From an optimization exercise on the open Yosys and OpenROAD flow, aimed at small area, a short achievable clock period and few clock cycles per item; shortcuts taken in it are not production practice. Function was checked by simulation only, so behaviour that the tests miss may differ from the original. Power figures rest on the tool's default switching activity, not on a simulated workload.

Setup of main:
Design paula_interp, start of the top module:
module paula_interp (
    input  wire        clk,
    input  wire        rst,
    input  wire        start,
    output wire        ready,
    output reg         done,
    input  wire [1:0]  mode,
    input  wire [31:0] cur,
    input  wire [31:0] last0,
    input  wire [27:0] vol,
    input  wire [63:0] per,
    input  wire [63:0] evt,
    input  wire [27:0] sevt,
    input  wire [7:0]  adk,
    output reg  [15:0] left,
    output reg  [15:0] right
);
    localparam M_NEAREST = 2'd0;
    localparam M_LINEAR  = 2'd1;
    localparam M_CRUX    = 2'd2;
    localparam M_ANTI    = 2'd3;
    localparam V_ZERO = 2'd0;
    localparam V_PV   = 2'd1;
    localparam V_SV   = 2'd2;
    localparam V_DIV  = 2'd3;
    localparam P_IDLE  = 3'd0;
    localparam P_MUL   = 3'd1;
    localparam P_ROWS  = 3'd2;
    localparam P_CATCH = 3'd3;
    localparam P_TAIL  = 3'd4;
    reg        cv;
    reg [1:0]  c_mode;
    reg [31:0] c_cur, c_last;
    reg [27:0] c_vol;
    reg [63:0] c_per, c_evt;
    reg [27:0] c_sevt;
    reg [15:0] c_nsevt;     
    reg        c_sbig;      
    reg [7:0]  c_adk;
    reg        ready_r;
    reg        nready_o;    
    assign ready = ~nready_o;
    always @(posedge clk) begin
        if (ready_r) begin
            c_mode <= mode;
            c_cur  <= cur;
            c_last <= last0;
            c_vol  <= vol;
            c_per  <= per;
            c_evt  <= evt;
            c_sevt <= sevt;
            c_nsevt <= ~sevt[15:0];
            c_sbig <= |sevt[27:16];
            c_adk  <= adk;
        end
    end
    wire eng_free  = (phase == P_IDLE) || (phase == P_TAIL);
    wire eng_free1 = (phase == P_IDLE) || (cnt <= 5'd2);
    wire load      = cv && eng_free;
    reg [2:0]  phase;
    reg [4:0]  cnt;         
    reg [3:0]  mc;          
    reg [3:0]  rc;          
    reg [1:0]  w_mode;
    reg        mlast;       
    wire [3:0] mcm1 = mc - 4'd1;
    reg        done1;
    wire [29:0] s3 = {2'b00, c_sevt} + {1'b0, c_sevt, 1'b0};
    wire        s_big = c_sbig;
    reg  zero_in;           
    wire [3:0] div_c, ldiv_c, lt1_c, lt2_c;
    wire [15:0] v_c [0:3];
    wire [3:0]  f_c;        
    wire [3:0]  n_c;        
    wire any_div = |div_c;
  ...
Size in the first run: ~12,000 cells after synthesis, ~990 flip-flops, ~300 I/O pins.
Settings: LEC_CHECK=0, CAP_MARGIN=20, CORE_MARGIN=2, CORE_UTILIZATION=40, SLEW_MARGIN=20; clock period 22.0 ns.
run.sh (not shown) runs the stock make flow with config.mk's settings and CLKGATE_MAP_FILE= SYNTH_SCRIPT=/design/flow/synth_recipe.tcl, a recipe that flattens the netlist after the stock synthesis.
Testbench counts of main, summed over its fixed seeds: cycles 10,674, items 2,400.
Input-level comparison between the feature branch and main:
--- a/flow/design.v
+++ b/flow/design.v
@@ -91,20 +91,19 @@
     reg [1:0]  c_mode;
     reg [31:0] c_cur, c_last;
     reg [27:0] c_vol;
     reg [63:0] c_per, c_evt;
     reg [27:0] c_sevt;
     reg [15:0] c_nsevt;     
     reg        c_sbig;      
     reg [7:0]  c_adk;
     reg        ready_r;
-    reg        nready_o;    
-    assign ready = ~nready_o;
+    assign ready = ready_r;
     always @(posedge clk) begin
         if (ready_r) begin
             c_mode <= mode;
             c_cur  <= cur;
             c_last <= last0;
             c_vol  <= vol;
             c_per  <= per;
             c_evt  <= evt;
             c_sevt <= sevt;
@@ -358,37 +357,32 @@
     endgenerate
     wire [15:0] l_n = v_c[0] + v_c[3] + k_c[0] + k_c[3];
     wire [15:0] r_n = v_c[1] + v_c[2] + k_c[1] + k_c[2];
     always @(posedge clk) begin
         left  <= l_n;
         right <= r_n;
         if (rst) begin
             cv      <= 1'b0;
             ready_r <= 1'b1;
-            nready_o <= 1'b0;
             done1   <= 1'b0;
             done    <= 1'b0;
             phase   <= P_IDLE;
             cnt     <= 5'd0;
         end else begin
             cv      <= ready_r ? start : (cv && !eng_free);
             done1   <= (phase == P_TAIL);
             done    <= done1;
-            if (load) begin
+            if (load)
                 ready_r <= !(start && ready_r) || (n_occ == 5'd1);
-                nready_o <= (start && ready_r) && (n_occ != 5'd1);
-            end else if (cv) begin
+            else if (cv)
                 ready_r <= eng_free1;
-                nready_o <= !eng_free1;
-            end else begin
+            else
                 ready_r <= !(start && ready_r) || eng_free1;
-                nready_o <= (start && ready_r) && !eng_free1;
-            end
             if (cnt != 5'd0)
                 cnt <= cnt - 5'd1;
             if (load) begin
                 w_mode <= c_mode;
                 cnt    <= n_occ;
                 mc     <= 4'd15;
                 rc     <= (c_mode == M_CRUX) ? 4'd6 : lin_rc;
                 if (!any_div || c_mode == M_NEAREST)
                     phase <= P_TAIL;
==> comparison <==
- main -> the feature branch: number of clock buffers inserted by TritonCTS decreased by a few percent
- Compared with main, the feature branch shows a lower worst ir drop on vdd.
- From main to the feature branch the numbers moved as follows: placement-stage worst setup slack now larger, post-route standard cell area excluding fillers lower, internal power component decreased by 21% relative to the old numbers, power after layout lost about 25%.
- ~same non-clock buffer area fraction after layout in main and the feature branch
Testbench counts of the feature branch, summed over its fixed seeds: cycles 10,674, items 2,400.

-- re-timing with driven ports --
How much do the figures lean on ideal ports? The routed layouts below were timed once more, with nothing changed but the port constraints. Step 1 (the two cells are an assumption about what drives the block):
set clk [get_ports {clk}]
set_driving_cell -lib_cell sky130_fd_sc_hd__clkbuf_16 $clk
set_driving_cell -lib_cell sky130_fd_sc_hd__buf_2 [delete_from_list [all_inputs] $clk]
Step 2 moves the port delays by t, midway between the first and last clock arrival at a register: inputs arrive t later, outputs are due t later. That takes back most of the time a late clock gives input paths. Three values: no drivers, after step 1, after step 2; two values: the first two.
run	t (ns)	setup WS [ns]	worst slew at a driven data input, ns
main	0.928	15.751 / 15.648 / 15.518	0.10
the feature branch	0.948	15.229 / 15.123 / 15.599	0.10
After both steps every run listed still meets setup and hold. For main, which loses most, drivers alone change the setup slack by -0.103 ns; drivers and shift together by -0.233 ns.
